What follows belongs to an exercise in optimizing a design on an open flow for small area, a short achievable clock period and few clock cycles per item; a production flow would make more cautious choices. Only simulation tests tie the RTL to the original design; equivalence was not proved.

==> 05-17: inputs <==
## sha512_core
module sha512_core (
    input  wire         clk,
    input  wire         rst,
    input  wire         in_valid,
    output wire         in_ready,
    input  wire [63:0]  in_data,
    input  wire         in_first,
    input  wire         in_last,
    output wire         out_valid,
    output wire [511:0] out_digest
);
export LEC_CHECK = 0
export CAP_MARGIN = 20
export CORE_MARGIN = 2
export CORE_UTILIZATION = 45
export PLACE_DENSITY = 0.65
export SETUP_SLACK_MARGIN = 5
export SLEW_MARGIN = 20
export SYNTH_MEMORY_MAX_BITS = 16384
create_clock -name core_clock -period 10.0 [get_ports {clk}]
run.sh (not shown) runs the stock make flow with config.mk's settings and CLKGATE_MAP_FILE= SYNTH_SCRIPT=/design/flow/synth_recipe.tcl, a recipe that flattens the netlist after the stock synthesis.
==> 11-08 (differences from 05-17) <==
--- a/flow/design.v
+++ b/flow/design.v
@@ -24,16 +24,18 @@
     reg        nf, nl;         
     reg        cf, cl;         
     reg        out_valid_q;
     reg [63:0] w [0:15];                        
     reg [63:0] a, b, c, d, e, f, g, h;          
     reg [63:0] hkw;                             
     reg [63:0] kq;                              
     reg        f79;                             
+    reg        gr, gi;    
+    reg        hr, hi;    
     reg [63:0] p0, p1, p2, p3, q0, q1, q2, q3;
     reg [1:0]  rp;             
     reg        fresh;          
     function [63:0] rotr(input [63:0] x, input integer n);
         rotr = (x >> n) | (x << (64 - n));
     endfunction
     function [63:0] bsig0(input [63:0] x);
         bsig0 = rotr(x, 28) ^ rotr(x, 34) ^ rotr(x, 39);
@@ -164,55 +166,57 @@
     wire j78 = (j == 7'd78);
     wire j79 = f79;
     wire win = ~busy | (j >= 7'd64);          
     assign in_ready = win & ((nw == 4'd0) ? (rp == 2'd0) : (ph == 4'd0));
     wire acc   = in_valid & in_ready;
     wire last_word = (nw == 4'd15);
     wire pre   = last_word & in_ready;        
     wire start = acc & last_word;
+    wire f79_n = start ? 1'b0 : (busy & j78) ? 1'b1 : f79;    
+    wire cf_n  = start ? nf : cf;                              
     wire [63:0] s1e = bsig1(e);
     wire [63:0] s0a = bsig0(a);
     wire [63:0] ch  = (e & f) ^ (~e & g);
     wire [63:0] maj = (a & b) ^ (a & c) ^ (b & c);
-    wire [63:0] h0a = cf ? IV0 : p2;
-    wire [63:0] h0b = cf ? IV0 : p3;
-    wire [63:0] h4b = cf ? IV4 : q3;
-    wire [63:0] fe  = j79 ? h4b : 64'd0;
-    wire [63:0] fn  = j79 ? ~h0b : 64'd0;
+    wire [63:0] fe  = (q3 & {64{gr}}) | (IV4 & {64{gi}});
+    wire [63:0] fn  = (~p3 & {64{gr}}) | (~IV0 & {64{gi}});
     wire [63:0] x1s = csa_s(hkw, s1e, ch);
     wire [63:0] x1c = csa_c(hkw, s1e, ch);
     wire [63:0] x3s = csa_s(x1s, x1c, s0a);
     wire [63:0] x3c = csa_c(x1s, x1c, s0a);
     wire [63:0] x4s = csa_s(x3s, x3c, maj);
     wire [63:0] x4c = csa_c(x3s, x3c, maj);
-    wire [63:0] na  = x4s + x4c;
+    wire [63:0] na  = add64(x4s, x4c);
     wire [63:0] y1s = csa_s(d, fe, fn);
     wire [63:0] y1c = csa_c(d, fe, fn) | {63'd0, j79};
     wire [63:0] y3s = csa_s(x1s, x1c, y1s);
     wire [63:0] y3c = csa_c(x1s, x1c, y1s);
     wire [63:0] y4s = csa_s(y3s, y3c, y1c);
     wire [63:0] y4c = csa_c(y3s, y3c, y1c);
-    wire [63:0] ne  = y4s + y4c;
+    wire [63:0] ne  = add64(y4s, y4c);
     wire [63:0] hn  = last_word ? (nf ? IV7 : q2) : g;
-    wire [63:0] f0  = (busy & j78) ? h0a : 64'd0;
+    wire [63:0] f0  = (p2 & {64{hr}}) | (IV0 & {64{hi}});
     wire [63:0] p1s = csa_s(hn, kq, w[1]);
     wire [63:0] p1c = csa_c(hn, kq, w[1]);
     wire [63:0] p2s = csa_s(p1s, p1c, f0);
     wire [63:0] p2c = csa_c(p1s, p1c, f0);
     wire [63:0] hkw_next = add64(p2s, p2c);
     wire [63:0] q1s = csa_s(ssig1(w[14]), w[9], ssig0(w[1]));
     wire [63:0] q1c = csa_c(ssig1(w[14]), w[9], ssig0(w[1]));
     wire [63:0] q2s = csa_s(q1s, q1c, w[0]);
     wire [63:0] q2c = csa_c(q1s, q1c, w[0]);
     wire [63:0] w_next = add64(q2s, q2c);
     wire [63:0] ha  = cf ? (j77 ? IV3 : j78 ? IV2 : IV1) : p0;
     wire [63:0] he  = cf ? (j77 ? IV7 : j78 ? IV6 : IV5) : q0;
     wire [63:0] ra  = add64(ha, a);
     wire [63:0] re  = add64(he, e);
+    wire        radd = busy & (j77 | j78 | j79);
+    wire [63:0] p1n  = radd ? ra : p0;
+    wire [63:0] q1n  = radd ? re : q0;
     assign out_valid  = out_valid_q;
     assign out_digest = {p0, p1, p2, p3, q0, q1, q2, q3};
     integer i;
     always @(posedge clk) begin
         for (i = 0; i < 15; i = i + 1) w[i] <= w[i + 1];
         if (busy && !j[6])
             w[15] <= w_next;
         else if (acc)
@@ -220,34 +224,30 @@
         else
             w[15] <= w[0];
         hkw <= hkw_next;
         if (busy && !j79) kq <= kt;
         else              kq <= start ? 64'h7137449123ef65cd : 64'h428a2f98d728ae22;
         if (pre) begin
             if (nf)
                 {a, b, c, d, e, f, g, h} <= {IV0, IV1, IV2, IV3, IV4, IV5, IV6, IV7};
-            else if (busy)
-                {a, b, c, d, e, f, g, h} <= {na, ra, p1, p2, ne, re, q1, q2};
-            else     
-                {a, b, c, d, e, f, g, h} <= {p3, p0, p1, p2, q3, q0, q1, q2};
+            else begin
+                {b, c, d, f, g, h} <= {p1n, p1, p2, q1n, q1, q2};
+                a <= busy ? na : p3;
+                e <= busy ? ne : q3;
+            end
         end else begin
             {b, c, d} <= {a, b, c};
             {f, g, h} <= {e, f, g};
             a <= na;
             e <= ne;
         end
         {p2, p3, q2, q3} <= {p1, p2, q1, q2};
-        if (busy && (j77 || j78 || j79)) begin
-            p1 <= ra;
-            q1 <= re;
-        end else begin
-            p1 <= p0;
-            q1 <= q0;
-        end
+        p1 <= p1n;
+        q1 <= q1n;
         if (busy && j79) begin
             p0 <= na;
             q0 <= ne;
         end else begin
             p0 <= p3;
             q0 <= q3;
         end
         if (acc && nw == 4'd0) begin
@@ -257,24 +257,32 @@
         if (start) begin
             cf <= nf;
             cl <= nl;
         end
         if (rst) begin
             busy        <= 1'b0;
             j           <= 7'd79;
             f79         <= 1'b1;
+            gr          <= 1'b0;
+            gi          <= 1'b0;
+            hr          <= 1'b0;
+            hi          <= 1'b0;
             nw          <= 4'd0;
             ph          <= 4'd0;
             rp          <= 2'd0;
             fresh       <= 1'b1;
             out_valid_q <= 1'b0;
         end else begin
             out_valid_q <= busy & j79 & cl;
             ph <= acc ? 4'd0 : ph + 4'd1;
+            gr <= f79_n & ~cf_n;
+            gi <= f79_n & cf_n;
+            hr <= busy & j77 & ~start & ~cf;
+            hi <= busy & j77 & ~start & cf;
             if (acc) fresh <= 1'b0;
             rp <= (fresh & ~acc) ? 2'd0 : rp + 2'd1;
             if (acc) nw <= nw + 4'd1;
             if (start) begin
                 busy <= 1'b1;
                 j    <= 7'd0;
                 f79  <= 1'b0;
             end else if (busy) begin
==> flow/flow/run.sh (new file) <==
#!/bin/bash
# Standard layout, except that the port buffers are the smallest buffer cell
# instead of clkdlybuf4s50_1.  Every port still gets its own buffer.
set -euo pipefail
cd "$(dirname "$0")/.."
export BUFFER_PORTS_ARGS="-buffer_cell sky130_fd_sc_hd__buf_1"
bash standard.sh > standard_flow.log 2>&1
==> flow/standard.sh (new file) <==
#!/bin/bash
# synth_recipe.tcl (not shown) runs the flow's synth.tcl, then flattens the netlist and writes it again
# the make line also repeats each setting of config.mk as NAME=value (left out here)
make -C /OpenROAD-flow-scripts/flow DESIGN_CONFIG=/design/flow/config.mk WORK_HOME=/design/flow/orfs CLKGATE_MAP_FILE= SYNTH_SCRIPT=/design/flow/synth_recipe.tcl "${@:-finish}"
Settings changed: ABC_AREA from default to 1, CAP_MARGIN 20 to 40, SLEW_MARGIN 20 to 40.
removed: flow/run.sh
==> results.ini <==
[route]
vias_per_cell = 5.38

[yosys]
syn_inst = 13100

[final_layout]
layout_common_cells = nand2_1, inv_1, dfxtp_1
multi_input_area_um2 = 54300
mostFrequentLayoutCell = nand2_1
drive_gt1_frac = 0.0659

[critical_path]
rrSetupSlack_ns = 5.06
reg2regPathDepth = 20
path_delay_family = simple AND/OR/NAND/NOR gates
crit_required_ns = 10.76
path_depth = 20
crit_arrival_ns = 5.69
cp-endpoint = f[63]

[outcome]
run_status = timing/DRC/antenna clean

[cts]
post_cts_buffers = 13

[global_routing]
grt_pass1_wl_mm = 653

Source of the figures above: 11-08

==> results.ini <==
[critical_path]
rrSetupSlack_ns = 4.26
reg2regPathDepth = 22
crit_arrival_ns = 6.44
path_delay_family = adder cells
path_depth = 22
cp-endpoint = q0[60]

[final_layout]
drive_gt1_frac = 0.161
mostFrequentLayoutCell = dfxtp_1
multi_input_area_um2 = 59600

[global_routing]
grt_pass1_wl_mm = 694

[route]
vias_per_cell = 5.96

[outcome]
run_status = timing/DRC/antenna clean

Source of the figures above: 05-17

Testbench counts of 05-17, summed over its fixed seeds: cycles 52,360, items 653.
Testbench counts of 11-08, summed over its fixed seeds: cycles 52,360, items 653.

-- what the ideal ports hide --
The flow's constraints put no driver on any port. The routed layouts listed below were extracted and timed again, unchanged, in two steps.
Step 1 assumes that a clkbuf_16 drives the clock port and a buf_2 every other input.
Step 2 times the ports against the registers' clock, not the clock port: input delays grow and output delays shrink by t, the midpoint of the rising clock arrivals with the driver on.
Three values: ideal, step 1, step 2; two values: the first two.
run | shift t [ns] | slack for setup (ns) | worst setup path after step 2 | clock arrival spread, ns | worst register clock-pin slew, ns
05-17 | 0.984 | 4.260 / 4.260 / 4.260 | register to register | 0.137 / 0.137 | 0.07 / 0.07
11-08 | 0.978 | 5.062 / 5.062 / 5.062 | register to register | 0.058 / 0.058 | 0.07 / 0.07
After both steps setup and hold are still met in every run listed.
